From an optimization exercise on the open Yosys and OpenROAD flow, aimed at small area, a short achievable clock period and few clock cycles per item; shortcuts taken in it are not production practice.
At most, simulation tests tie the RTL to the original design; equivalence was not proved.
Power figures rest on the tool's default switching activity, not on a simulated workload.

Setup of before:
==> flow/design.v (excerpt) <==
module cobsr_encoder (
    input  wire       clk,
    input  wire       rst,         
    input  wire       in_valid,
    output wire       in_ready,
    input  wire [7:0] in_data,
    input  wire       in_last,
    output wire       out_valid,
    input  wire       out_ready,
    output wire [7:0] out_data,
    output wire       out_last
);
Size in the first run: ~4,200 cells after synthesis, roughly 24 I/O pins, roughly 61,000 µm² of cells after synthesis.
clock: 9.0 ns
lec_check: 0
cap_margin: 20
core_margin: 2
core_utilization: 65
place_density: 0.75
slew_margin: 20
standard.sh (not shown) runs the stock make flow with config.mk's settings and CLKGATE_MAP_FILE= SYNTH_SCRIPT=/design/flow/synth_recipe.tcl, a recipe that flattens the netlist after the stock synthesis.
==> flow/flow/run.sh <==
#!/bin/bash
set -euo pipefail
export SETUP_SLACK_MARGIN=6.2
bash standard.sh > standard_flow.log 2>&1
Per the final summary, before finished and its layout is clean on timing, DRC and antenna.
Testbench counts of before, summed over its fixed seeds: cycles 43,362, bytes 40,795.
## Diff of input files: after against before
Settings: CTS_CLUSTER_DIAMETER now 100, previously not set; CTS_CLUSTER_SIZE now 30, previously not set.
==> flow/flow/run.sh <==
#!/bin/bash
set -euo pipefail
export SETUP_SLACK_MARGIN=6.6
bash standard.sh > standard_flow.log 2>&1
Results
Summary — minimum setup slack in the final design, after relative to before: lower, by 28 ps. Row routing usage on met2: after lower / before higher. Summary of after over before: global placer's final weighted congestion down 1.8%; power density relative to cell area down 48 nW/µm². before consumes more power than after. Relative to before, the number of buffers inserted by post-CTS setup repair measured on after has increased by more than 100%. Worst hold slack across all endpoints sits higher in after than in before. after ended with less met1 wire length than before. ~same number of multi-input combinational cells in before and after.

## north
Another version of the RTL of cobsr_encoder (not shown whole).
Size: roughly 3300 cells after synthesis, roughly 2300 flip-flops, ~24 I/O pins, ~54000 um^2 of cells after synthesis.
export LEC_CHECK = 0
export CAP_MARGIN = 20
export CORE_MARGIN = 2
export CORE_UTILIZATION = 65
export CTS_CLUSTER_DIAMETER = 100
export CTS_CLUSTER_SIZE = 25
export PLACE_DENSITY = 0.75
export SLEW_MARGIN = 20
create_clock -name core_clock -period 9.0 [get_ports {clk}]
==> flow/flow/run.sh <==
#!/bin/bash
set -euo pipefail
export SETUP_SLACK_MARGIN=6.1
bash standard.sh > standard_flow.log 2>&1
north | stages: all done | timing, DRC, antenna: all pass
Setup changes, north to south
==> flow/flow/run.sh <==
#!/bin/bash
set -euo pipefail
export SETUP_SLACK_MARGIN=5.8
bash standard.sh > standard_flow.log 2>&1
Results
Re synthesized area: no difference whatsoever between north and south. south gives less area of all placed cells without fillers than north did. [compare] base=north new=south: share of cell area taken by multi-input logic gates now smaller, end-of-flow core utilization now smaller, pin slew with the least headroom to its limit now larger, worst hold slack now smaller. Est. power | south vs north | south lower. Re die area: no difference whatsoever between south and north. Minimum setup slack in the final design: lower on south. Wire length of the first global-routing pass ended up 3.7% lower on south than on north.
What east does differently from south at the input level:
==> flow/flow/run.sh <==
#!/bin/bash
set -euo pipefail
export SETUP_SLACK_MARGIN=6.4
bash standard.sh > standard_flow.log 2>&1
--- outcome ---
east went all the way through the flow, and no timing, DRC or antenna check failed.
Post-route cell area (lower): south
Across both runs, critical path depth was lower for east than for south.
For south, the beginning of the critical path was in_valid, unlike east, where it was in_data[7].
east: first-pass GRT wire length higher than south
Clock network power consumption: east vs south, no meaningful difference
The maximum clock frequency of east is higher than that of south.
The area of combinational cells with multiple inputs number comes out higher for east vs south.
No run of this note included a check of the RTL's function; only the layout flow was run.

RTL: one of the versions met above, not the one the previous note started from.
Size in the first run: roughly 4200 cells after synthesis, about 2300 flip-flops, roughly 24 I/O pins, roughly 61000 sq um of cells after synthesis.
Settings: LEC_CHECK=0, CAP_MARGIN=20, CORE_MARGIN=2, CORE_UTILIZATION=65, PLACE_DENSITY=0.75, SLEW_MARGIN=20; clock period 9.0 ns.
==> flow/flow/run.sh <==
#!/bin/bash
set -euo pipefail
export SETUP_SLACK_MARGIN=6.6
bash standard.sh > standard_flow.log 2>&1
The first run finished with timing, DRC and antenna clean.
Testbench counts at the start, summed over its fixed seeds: cycles 43,362, bytes 40,795.
Next try:
==> flow/run.sh (new file) <==
#!/bin/bash
# synth_recipe.tcl (not shown) runs the flow's synth.tcl, then flattens the netlist and writes it again
# the make line also repeats each setting of config.mk as NAME=value (left out here)
make -C /OpenROAD-flow-scripts/flow DESIGN_CONFIG=/design/flow/config.mk WORK_HOME=/design/flow/orfs CLKGATE_MAP_FILE= SYNTH_SCRIPT=/design/flow/synth_recipe.tcl finish
- SETUP_SLACK_MARGIN: unset -> 5
removed: flow/flow/run.sh
removed: flow/standard.sh
The changed run went through all stages and came out clean.
Worst hold slack gains 0.0065 ns.
Synthesized area is unchanged.
Sequential cell count stays the same.
Design area is lower by 3.7%.
Synthesized cell count is unchanged.
Register-to-register slack is worse by 0.56 ns.
Clock skew is about the same.
Setup slack is worse by 0.48 ns.
Maximum frequency fell by about 13%.
Global-route usage is lower by 1.3 points.
Final cell count came out lower by about 2%.

[what the ideal ports hide]
No port has a modelled driver above. Below, the same layouts with a new extraction and two added sets of constraints.
Step 1 assumes that a clkbuf_16 drives the clock port and a buf_2 every other input.
Step 2 also shifts input and output timing later by t, the mid clock arrival at the registers, as if the neighbouring blocks saw the same clock.
Three values: no drivers, after step 1, after step 2; two values: the first two.
run	t (ns)	setup slack, ns	hold slack, ns	latest minus earliest clock arrival (ns)	pins driven straight from the clock port
before	0.843	5.845 / 5.773 / 5.374	0.313 / 0.313 / 0.313	0.055 / 0.055	1
after	0.749	5.817 / 5.754 / 5.702	0.336 / 0.336 / 0.336	0.031 / 0.032	1
north	0.738	5.972 / 5.967 / 5.235	0.300 / 0.300 / 0.300	0.053 / 0.053	1
south	0.744	5.835 / 5.786 / 5.090	0.296 / 0.296 / 0.296	0.060 / 0.059	1
east	0.736	5.988 / 5.956 / 5.238	0.310 / 0.310 / 0.310	0.061 / 0.061	1
the first run of note 3	0.853	5.746 / 5.680 / 5.702	0.323 / 0.323 / 0.323	0.031 / 0.031	1
the second run of note 3	0.836	5.263 / 5.266 / 4.463	0.330 / 0.330 / 0.330	0.035 / 0.036	1
After both steps setup and hold are still met in every run listed. The setup slack of the second run of note 3, which loses most, moves by +0.003 ns with the drivers and by -0.800 ns with both steps.
